Source: an optimization exercise on an open RTL-to-GDS flow (aim: small area, a short achievable clock period and few clock cycles). Production flows keep margins and buffers that such runs may drop. At most, simulation tests tie the RTL to the original design; equivalence was not proved.

==> inputs of run P <==
## mwfc
module mwfc (
    input             clk,
    input             rst,         
    input             bus_valid,
    input             bus_write,
    input      [7:0]  bus_addr,    
    input      [1:0]  bus_size,    
    input      [31:0] bus_wdata,
    output            bus_ready,
    output reg [31:0] bus_rdata,
    output            bus_err
);
    localparam [7:0] OPC_SET_CLOCK       = 8'hE0;
    localparam [7:0] OPC_SET_VIBRATION   = 8'hE1;
    localparam [7:0] OPC_SET_FULLSCREEN  = 8'hE2;
    localparam [7:0] OPC_UPDATE_DISPLAY  = 8'hE3;
    localparam [7:0] OPC_SET_BACKLIGHT   = 8'hE4;
    localparam [7:0] OPC_SET_WIDGET_LIST = 8'hE5;
    localparam [7:0] OPC_CLEAR_SCREEN    = 8'hE6;
    localparam [7:0] OPC_GET_BATTERY     = 8'hE7;
    localparam [7:0] OPC_RESET_DEVICE    = 8'hE8;
    localparam [7:0] IDLE_MODE           = 8'h00;
    localparam [7:0] C_CRC_START   = 8'h01;
    localparam [7:0] C_CRC_FEED    = 8'h02;
    localparam [7:0] C_CRC_FINAL   = 8'h03;
    localparam [7:0] C_CRC_SPAN    = 8'h04;
    localparam [7:0] C_FINALIZE    = 8'h08;
    localparam [7:0] C_PARSE_BATT  = 8'h20;
    localparam [3:0] E_OK        = 4'd0;
    localparam [3:0] E_ILLEGAL   = 4'd1;
    localparam [3:0] E_BAD_ARG   = 4'd2;
    localparam [3:0] E_BAD_LEN   = 4'd3;
    localparam [3:0] E_SHORT     = 4'd4;
    localparam [3:0] E_BAD_CFG   = 4'd5;
    reg [31:0]  cmd_q;
    reg [3:0]   err_q;
    reg [7:0]   frame_len_q;
    reg [7:0]   resp_count_q;
    reg [4:0]   om1_q;             
    reg [31:0]  poly_q;
    reg [31:0]  init_q;
    reg [31:0]  xorout_q;
    reg [2:0]   flags_q;           
    reg [31:0]  init_direct_q;     
    reg [31:0]  crc_reg_q;
    reg [31:0]  crc_result_q;
    reg [31:0]  arg0_q, arg1_q, arg2_q, arg3_q, arg4_q;
    reg [24:0]  batt_status_q;
    reg [15:0]  batt_mv_q;
    reg [255:0] frame_q;           
    reg [95:0]  resp_q;            
    reg         fj_q;              
    reg [4:0]   idx_q;             
    reg [5:0]   left_q;            
    reg [4:0]   tail_q;            
    reg         trl_q;             
  ...
make LEC_CHECK=0 CAP_MARGIN=20 CORE_MARGIN=2 CORE_UTILIZATION=60 PLACE_DENSITY=0.72 SETUP_SLACK_MARGIN=4.0 SLEW_MARGIN=20 finish   # period 10.0 ns
run.sh (not shown) runs the stock make flow with config.mk's settings and CLKGATE_MAP_FILE= SYNTH_SCRIPT=/design/flow/synth_recipe.tcl, a recipe that flattens the netlist after the stock synthesis.
==> inputs of run B, as changes to run P <==
--- a/flow/design.v
+++ b/flow/design.v
@@ -87,23 +87,43 @@
         end
     endfunction
     wire        idle     = !fj_q && !ij && !fd_q;
     wire [31:0] eng_x    = fj_q ? crc_result_q : ij ? (if_q ? 32'd0 : init_direct_q) :
                            fd_q ? crc_reg_q : init_direct;
-    wire [4:0]  bidx       = fj_q ? idx_q : arg0_q[4:0];
-    wire [7:0]  frame_byte = frame_q[{bidx, 3'b000} +: 8];
+    wire [7:0]  frame_byte = frame_q[{idx_q, 3'b000} +: 8];
     wire [7:0]  feed_src   = fd_q ? arg0_q[7:0] : frame_byte;
     wire [7:0]  feed_byte  = refin ? rev8(feed_src) : feed_src;
     wire [1:0]  init_bsel  = if_q ? om1_q[4:3] : bi_q;
     wire [7:0]  init_byte  = init_m[{init_bsel, 3'b000} +: 8];
     wire [7:0]  eng_d      = ij ? init_byte : feed_byte;
-    wire [38:0] xe = {eng_x, 7'd0} >> om1_q;
+    integer i, j, m;
+    reg  [3:0]  ohl_q;         
+    reg  [7:0]  ohh_q;         
+    always @(posedge clk) begin
+        ohl_q <= 4'b0001 << om1_q[1:0];
+        ohh_q <= 8'b00000001 << om1_q[4:2];
+    end
+    reg  [35:0] fz;            
+    reg  [7:0]  xe;
+    integer h, l;
+    always @(*) begin
+        for (i = 0; i < 36; i = i + 1) begin
+            fz[i] = 1'b0;
+            for (l = 0; l < 4; l = l + 1)
+                if (i - 7 + l >= 0 && i - 7 + l < 32)
+                    fz[i] = fz[i] | (ohl_q[l] & eng_x[i - 7 + l]);
+        end
+        for (j = 0; j < 8; j = j + 1) begin
+            xe[7 - j] = 1'b0;
+            for (h = 0; h < 8; h = h + 1)
+                xe[7 - j] = xe[7 - j] | (ohh_q[h] & fz[4*h - j + 7]);
+        end
+    end
     wire [38:0] pe = {poly_q, 7'd0} >> om1_q;
     wire [7:0]  eq = pe[7:0];
     reg [7:0]  linv [0:7];
     reg [63:0] linv_q;
-    integer i, j, m;
     always @(*) begin
         for (i = 0; i < 8; i = i + 1) begin
             linv[i] = 8'd0;
             linv[i][i] = 1'b1;
             for (m = 0; m < i; m = m + 1)
@@ -112,11 +132,11 @@
         end
     end
     always @(posedge clk)
         for (i = 0; i < 8; i = i + 1)
             linv_q[8*i +: 8] <= linv[i];
-    wire [7:0] d_sel = (idle && code[4]) ? (refin ? 8'h80 : 8'h01) : eng_d;
+    wire [7:0] d_sel = idle ? (refin ? 8'h80 : 8'h01) : eng_d;
     wire [7:0] eu = xe[7:0] ^ d_sel;
     reg [7:0] fb;
     always @(*) begin
         for (i = 0; i < 8; i = i + 1) begin
             fb[i] = 1'b0;
@@ -153,11 +173,11 @@
     wire [2:0] fw = widx[2:0];
     wire wstall = (a_cmd && (fj_q || fd_q || ib_q)) || (a_cfg && (fj_q || fd_q)) ||
                   (a_frame && fj_q) || (a_arg && fj_q && enc_q);
     wire rstall = (widx == 6'd9 && ib_q && !direct) || (widx == 6'd12 && fd_q) ||
                   (widx == 6'd13 && fj_q) ||
-                  (a_frame && pend_q[fw]);
+                  (a_frame && fj_q && pend_q[fw]);
     wire stall  = legal && (bus_write ? wstall : rstall);
     assign bus_ready = !stall;
     assign bus_err   = !legal;
     wire wr_acc = bus_valid && bus_write && legal && !stall;
     wire       rsv_ok = (bus_wdata[31:8] == 24'd0);
@@ -202,30 +222,44 @@
             4'h8: enc_opc = OPC_GET_BATTERY;
             default: enc_opc = OPC_RESET_DEVICE;
         endcase
     end
     wire [31:0] enc_hdr = {enc_opt, enc_opc, enc_len, 8'h01};
-    reg [31:0] enc_word;
+    wire       e_clk = (ecode_q == 4'h0);
+    wire       e_vib = (ecode_q == 4'h1);
+    wire       e_upd = (ecode_q == 4'h3);
+    wire       e_def = (ecode_q == 4'h4);
+    wire       e_wid = (ecode_q == 4'h6);
+    wire       e_w1  = (idx_q[1:0] == 2'd1);
+    reg  [2:0] e_asel;
+    always @(*) begin
+        if (e_wid)      e_asel = {1'b0, idx_q[1:0]} + {idx_q[1:0] == 2'd0, 2'b00};
+        else if (e_clk) e_asel = e_w1 ? 3'd0 : 3'd1;
+        else            e_asel = 3'd0;
+    end
+    reg [31:0] e_str;
     always @(*) begin
-        enc_word = 32'd0;
-        case (ecode_q)
-            4'h0: enc_word = (idx_q[1:0] == 2'd1) ?
-                             {arg0_q[31:24], arg0_q[23:16], arg0_q[7:0], arg0_q[15:8]} : arg1_q;
-            4'h1: enc_word = (idx_q[1:0] == 2'd1) ?
-                             {arg0_q[23:0], 8'h01} : {16'd0, arg1_q[7:0], arg0_q[31:24]};
-            4'h3: enc_word = {16'd0, arg0_q[15:8], arg0_q[7:0]};
-            4'h4: enc_word = {16'd0, 8'h60, 8'h00};
-            4'h6: case (idx_q[1:0])
-                      2'd1: enc_word = arg1_q;
-                      2'd2: enc_word = arg2_q;
-                      2'd3: enc_word = arg3_q;
-                      default: enc_word = arg4_q;
-                  endcase
-            4'h7: enc_word = {24'd0, IDLE_MODE};
-            default: enc_word = 32'd0;
+        case (e_asel)
+            3'd1:    e_str = arg1_q;
+            3'd2:    e_str = arg2_q;
+            3'd3:    e_str = arg3_q;
+            3'd4:    e_str = arg4_q;
+            default: e_str = arg0_q;
         endcase
     end
+    reg [31:0] enc_word;
+    always @(*) begin
+        enc_word = e_str;
+        if (e_clk && e_w1)
+            enc_word[15:0] = {arg0_q[7:0], arg0_q[15:8]};
+        if (e_vib)
+            enc_word = e_w1 ? {arg0_q[23:0], 8'h01} : {16'd0, arg1_q[7:0], arg0_q[31:24]};
+        if (e_def)
+            enc_word[15:0] = 16'h6000;
+        if (!(e_clk || e_vib || e_upd || e_def || e_wid))
+            enc_word[7:0] = IDLE_MODE;
+    end
     wire        job_step  = fj_q && (left_q != 6'd0);
     wire        job_final = fj_q && (left_q == 6'd0 || merge);
     wire [31:0] out_tr    = {out_y[15:8], out_y[7:0], out_y[15:8], out_y[7:0]};
     wire [31:0] trl_word  = tail_q[0] ? {out_tr[23:0], out_tr[31:24]} : out_tr;
     wire [31:0] fw_data = fj_q ? (job_final ? trl_word : enc_word)
@@ -270,11 +304,12 @@
     wire fin_bad   = frame_len_q < 8'd2 || frame_len_q > 8'd32;
     wire parse_ok  = resp_count_q == 8'd12;
     wire span_go   = c_span && !span_bad;
     wire fin_go    = c_fin && !fin_bad;
     wire job_go    = span_go || fin_go || enc_go;
-    wire span_len0 = arg0_q[15:8] == 8'd0;
+    wire k_enc     = code[4];                  
+    wire k_span    = !code[4] && code[2];      
     wire [4:0] fin_tail = frame_len_q[4:0] - 5'd2;
     reg  [7:0] fin_pend;       
     integer t;
     always @(*)
         for (t = 0; t < 8; t = t + 1)
@@ -315,11 +350,11 @@
         if (rst || c_start || fd_q)
             crc_reg_q <= rst ? 32'h0000FFFF : (fd_q ? eng_y : init_direct);
         if (rst || c_final || job_go || fj_q)
             crc_result_q <= rst ? 32'd0 :
                             (c_final || job_final) ? out_y :
-                            (fin_go || (span_go && span_len0)) ? init_direct : eng_y;
+                            (fin_go || span_go) ? init_direct : eng_acc;
         if (rst || ij)
             init_direct_q <= rst ? 32'h0000FFFF : eng_y;
     end
     always @(posedge clk) begin
         if (rst) begin
@@ -328,12 +363,12 @@
             pend_q  <= 8'd0;
             ib_q    <= 1'b0;
             ip_q    <= 1'b0;
         end else begin
             fd_q <= c_feed;
-            if (job_go)
-                pend_q <= enc_go ? 8'hFE : fin_go ? fin_pend : 8'h00;
+            if (!fj_q)
+                pend_q <= k_enc ? 8'hFE : k_span ? 8'h00 : fin_pend;
             else if (job_final)
                 pend_q <= 8'h00;
             else if (job_step && enc_q && idx_q[4:2] == 3'd0 &&
                      (tail_q[4] || idx_q[1:0] < tail_q[3:2]))
                 pend_q[idx_q[1:0]] <= 1'b0;
@@ -352,19 +387,19 @@
             left_q  <= 6'd0;
             tail_q  <= 5'd0;
             trl_q   <= 1'b0;
             enc_q   <= 1'b0;
             ecode_q <= 4'd0;
-        end else if (job_go) begin
-            idx_q   <= span_go ? arg0_q[4:0] + {4'd0, !span_len0} : {4'd0, enc_go};
-            left_q  <= span_go ? arg0_q[13:8] - {5'd0, !span_len0} :
-                       fin_go ? frame_len_q[5:0] - 6'd2 : enc_len[5:0] - 6'd3;
-            tail_q  <= fin_go ? frame_len_q[4:0] - 5'd2 : enc_len[4:0] - 5'd2;
-            trl_q   <= !span_go;
-            enc_q   <= enc_go;
+        end else if (!fj_q) begin
+            idx_q   <= k_span ? arg0_q[4:0] : {4'd0, k_enc};
+            left_q  <= k_span ? arg0_q[13:8] :
+                       k_enc ? enc_len[5:0] - 6'd3 : frame_len_q[5:0] - 6'd2;
+            tail_q  <= k_enc ? enc_len[4:0] - 5'd2 : frame_len_q[4:0] - 5'd2;
+            trl_q   <= !k_span;
+            enc_q   <= k_enc;
             ecode_q <= code[3:0];
-        end else if (fj_q && left_q != 6'd0) begin
+        end else if (left_q != 6'd0) begin
             idx_q  <= idx_q + 5'd1;
             left_q <= left_q - 6'd1;
         end
         if (rst) begin
             if_q <= 1'b0;
==> flow/config.mk (replaced) <==
export PLATFORM = sky130hd
export DESIGN_NAME = mwfc
export DESIGN_NICKNAME = mwfc
export VERILOG_FILES = /design/flow/design.v
export SDC_FILE = /design/flow/constraint.sdc
export NUM_CORES = 4
export LEC_CHECK = 0
export CAP_MARGIN = 30
export CORE_MARGIN = 2
export CORE_UTILIZATION = 40
export CTS_CLUSTER_DIAMETER = 90
export CTS_CLUSTER_SIZE = 22
export PLACE_DENSITY = 0.6
export SETUP_SLACK_MARGIN = 4.0
export SLEW_MARGIN = 30
==> inputs of run H, as changes to run P <==
--- a/flow/design.v
+++ b/flow/design.v
@@ -55,10 +55,11 @@
     reg [4:0]   tail_q;            
     reg         trl_q;             
     reg         enc_q;             
     reg [3:0]   ecode_q;           
     reg         fd_q;              
+    reg         fo_q;              
     reg [7:0]   pend_q;            
     reg         ib_q;              
     reg         if_q;              
     reg         ip_q;              
     reg [1:0]   bi_q;              
@@ -84,21 +85,22 @@
         begin
             for (i = 0; i < 8; i = i + 1)
                 rev8[i] = v[7 - i];
         end
     endfunction
-    wire        idle     = !fj_q && !ij && !fd_q;
+    wire        idle     = !fj_q && !ij && !fd_q && !fo_q;
     wire [31:0] eng_x    = fj_q ? crc_result_q : ij ? (if_q ? 32'd0 : init_direct_q) :
-                           fd_q ? crc_reg_q : init_direct;
+                           (fd_q || fo_q) ? crc_reg_q : init_direct;
     wire [4:0]  bidx       = fj_q ? idx_q : arg0_q[4:0];
     wire [7:0]  frame_byte = frame_q[{bidx, 3'b000} +: 8];
     wire [7:0]  feed_src   = fd_q ? arg0_q[7:0] : frame_byte;
     wire [7:0]  feed_byte  = refin ? rev8(feed_src) : feed_src;
     wire [1:0]  init_bsel  = if_q ? om1_q[4:3] : bi_q;
     wire [7:0]  init_byte  = init_m[{init_bsel, 3'b000} +: 8];
     wire [7:0]  eng_d      = ij ? init_byte : feed_byte;
-    wire [38:0] xe = {eng_x, 7'd0} >> om1_q;
+    wire [31:0] eng_l = eng_x << ~om1_q;
+    wire [7:0]  xe    = eng_l[31:24];
     wire [38:0] pe = {poly_q, 7'd0} >> om1_q;
     wire [7:0]  eq = pe[7:0];
     reg [7:0]  linv [0:7];
     reg [63:0] linv_q;
     integer i, j, m;
@@ -130,13 +132,12 @@
         for (i = 0; i < 8; i = i + 1)
             if (fb[i])
                 eng_acc = eng_acc ^ (poly_q << (7 - i));
     end
     wire [31:0] eng_y = eng_acc & mask;
-    wire [31:0] out_x   = fj_q ? crc_result_q : crc_reg_q;
-    wire [4:0]  out_sh  = ~om1_q;                 
-    wire [31:0] out_rev = rev32(out_x) >> out_sh;
+    wire [31:0] out_x   = eng_x;
+    wire [31:0] out_rev = rev32(eng_l);
     wire        merge   = fj_q && (left_q == 6'd1) && !refout;
     wire [31:0] out_y   = ((merge ? eng_acc : refout ? out_rev : out_x) ^ xorout_q) & mask;
     wire [5:0] widx = bus_addr[7:2];
     reg mapped;
     always @(*) begin
@@ -149,14 +150,14 @@
     wire a_cmd   = (widx == 6'd0);
     wire a_cfg   = (widx >= 6'd4) && (widx <= 6'd8);
     wire a_arg   = (widx >= 6'd16) && (widx <= 6'd20);
     wire a_frame = (widx[5:3] == 3'b011);
     wire [2:0] fw = widx[2:0];
-    wire wstall = (a_cmd && (fj_q || fd_q || ib_q)) || (a_cfg && (fj_q || fd_q)) ||
+    wire wstall = (a_cmd && (fj_q || fd_q || fo_q || ib_q)) || (a_cfg && (fj_q || fd_q || fo_q)) ||
                   (a_frame && fj_q) || (a_arg && fj_q && enc_q);
     wire rstall = (widx == 6'd9 && ib_q && !direct) || (widx == 6'd12 && fd_q) ||
-                  (widx == 6'd13 && fj_q) ||
+                  (widx == 6'd13 && (fj_q || fo_q)) ||
                   (a_frame && pend_q[fw]);
     wire stall  = legal && (bus_write ? wstall : rstall);
     assign bus_ready = !stall;
     assign bus_err   = !legal;
     wire wr_acc = bus_valid && bus_write && legal && !stall;
@@ -312,26 +313,28 @@
             batt_status_q <= {1'b1, resp_q[55:48], resp_q[47:40], resp_q[39:32]} & {25{~rst}};
             batt_mv_q     <= {resp_q[79:72], resp_q[71:64]} & {16{~rst}};
         end
         if (rst || c_start || fd_q)
             crc_reg_q <= rst ? 32'h0000FFFF : (fd_q ? eng_y : init_direct);
-        if (rst || c_final || job_go || fj_q)
+        if (rst || fo_q || job_go || fj_q)
             crc_result_q <= rst ? 32'd0 :
-                            (c_final || job_final) ? out_y :
+                            (fo_q || job_final) ? out_y :
                             (fin_go || (span_go && span_len0)) ? init_direct : eng_y;
         if (rst || ij)
             init_direct_q <= rst ? 32'h0000FFFF : eng_y;
     end
     always @(posedge clk) begin
         if (rst) begin
             fj_q    <= 1'b0;
             fd_q    <= 1'b0;
+            fo_q    <= 1'b0;
             pend_q  <= 8'd0;
             ib_q    <= 1'b0;
             ip_q    <= 1'b0;
         end else begin
             fd_q <= c_feed;
+            fo_q <= c_final;
             if (job_go)
                 pend_q <= enc_go ? 8'hFE : fin_go ? fin_pend : 8'h00;
             else if (job_final)
                 pend_q <= 8'h00;
             else if (job_step && enc_q && idx_q[4:2] == 3'd0 &&
--- a/flow/config.mk
+++ b/flow/config.mk
@@ -7,7 +7,7 @@
 export LEC_CHECK = 0
 export CAP_MARGIN = 20
 export CORE_MARGIN = 2
 export CORE_UTILIZATION = 60
 export PLACE_DENSITY = 0.72
-export SETUP_SLACK_MARGIN = 4.0
+export SETUP_SLACK_MARGIN = 3.0
 export SLEW_MARGIN = 20
==> impl_metrics.env <==
export IMPL_synthCells=5565
export IMPL_stop_error="[ERROR GRT-0232] Routing congestion too high. Check the congestion heatmap in the GUI."
export IMPL_lastStage="global routing"
export IMPL_htree_num_levels=3
export IMPL_status="aborted with a tool error"
Source of the figures above: run H

==> impl_metrics.env <==
export IMPL_status="aborted with a tool error"
export IMPL_lastStage="global routing"
export IMPL_synthCells=5721
export IMPL_syn_cell_area_sq_mm=0.0554
export IMPL_globalRouteMet1Util_pct=83.1
export IMPL_hpwl_um=256000
export IMPL_cts_setup_buffers=328
export IMPL_stop_error="[ERROR GRT-0116] Global routing finished with congestion. Check the congestion regions in the DRC Viewer."
export IMPL_netlist_top_cells_count="edfxtp_1, nand2_1, nor2_1, clkbuf_1, o21ai_0"
Source of the figures above: run P

==> impl_metrics.env <==
export IMPL_so_faults="max-capacitance violations, max-slew violations"
export IMPL_cts_setup_buffers=289
export IMPL_maxCapViolCount=1
export IMPL_status="complete, but fails checks"
export IMPL_htree_num_levels=2
export IMPL_maxSlewViolCount=6
export IMPL_synthCells=5195
Source of the figures above: run B

Testbench counts of run B, summed over its fixed seeds: cycles 27,654.
No functional check of the RTL was part of run P and run H.

-- separate check: timing with driven ports --
The results above use ideal ports. As a check the final layout listed here was re-extracted and re-timed, cells and wires unchanged.
Step 1, drivers: a clkbuf_16 drives clk and a buf_2 each remaining input, both assumed.
Step 2 moves the port delays by t, midway between the first and last clock arrival at a register: inputs arrive t later, outputs are due t later. That takes back most of the time a late clock gives input paths.
a / b / c = no drivers / after step 1 / after step 2; a / b = the first two.
run: run B
t (ns): 0.856
slack for setup (ns): 3.349 / 3.277 / 3.130
clock arrival spread, ns: 0.062 / 0.062
worst register clock-pin slew, ns: 0.12 / 0.12
pins driven straight from the clock port: 1
For run B, drivers alone change the setup slack by -0.072 ns; drivers and shift together by -0.219 ns.
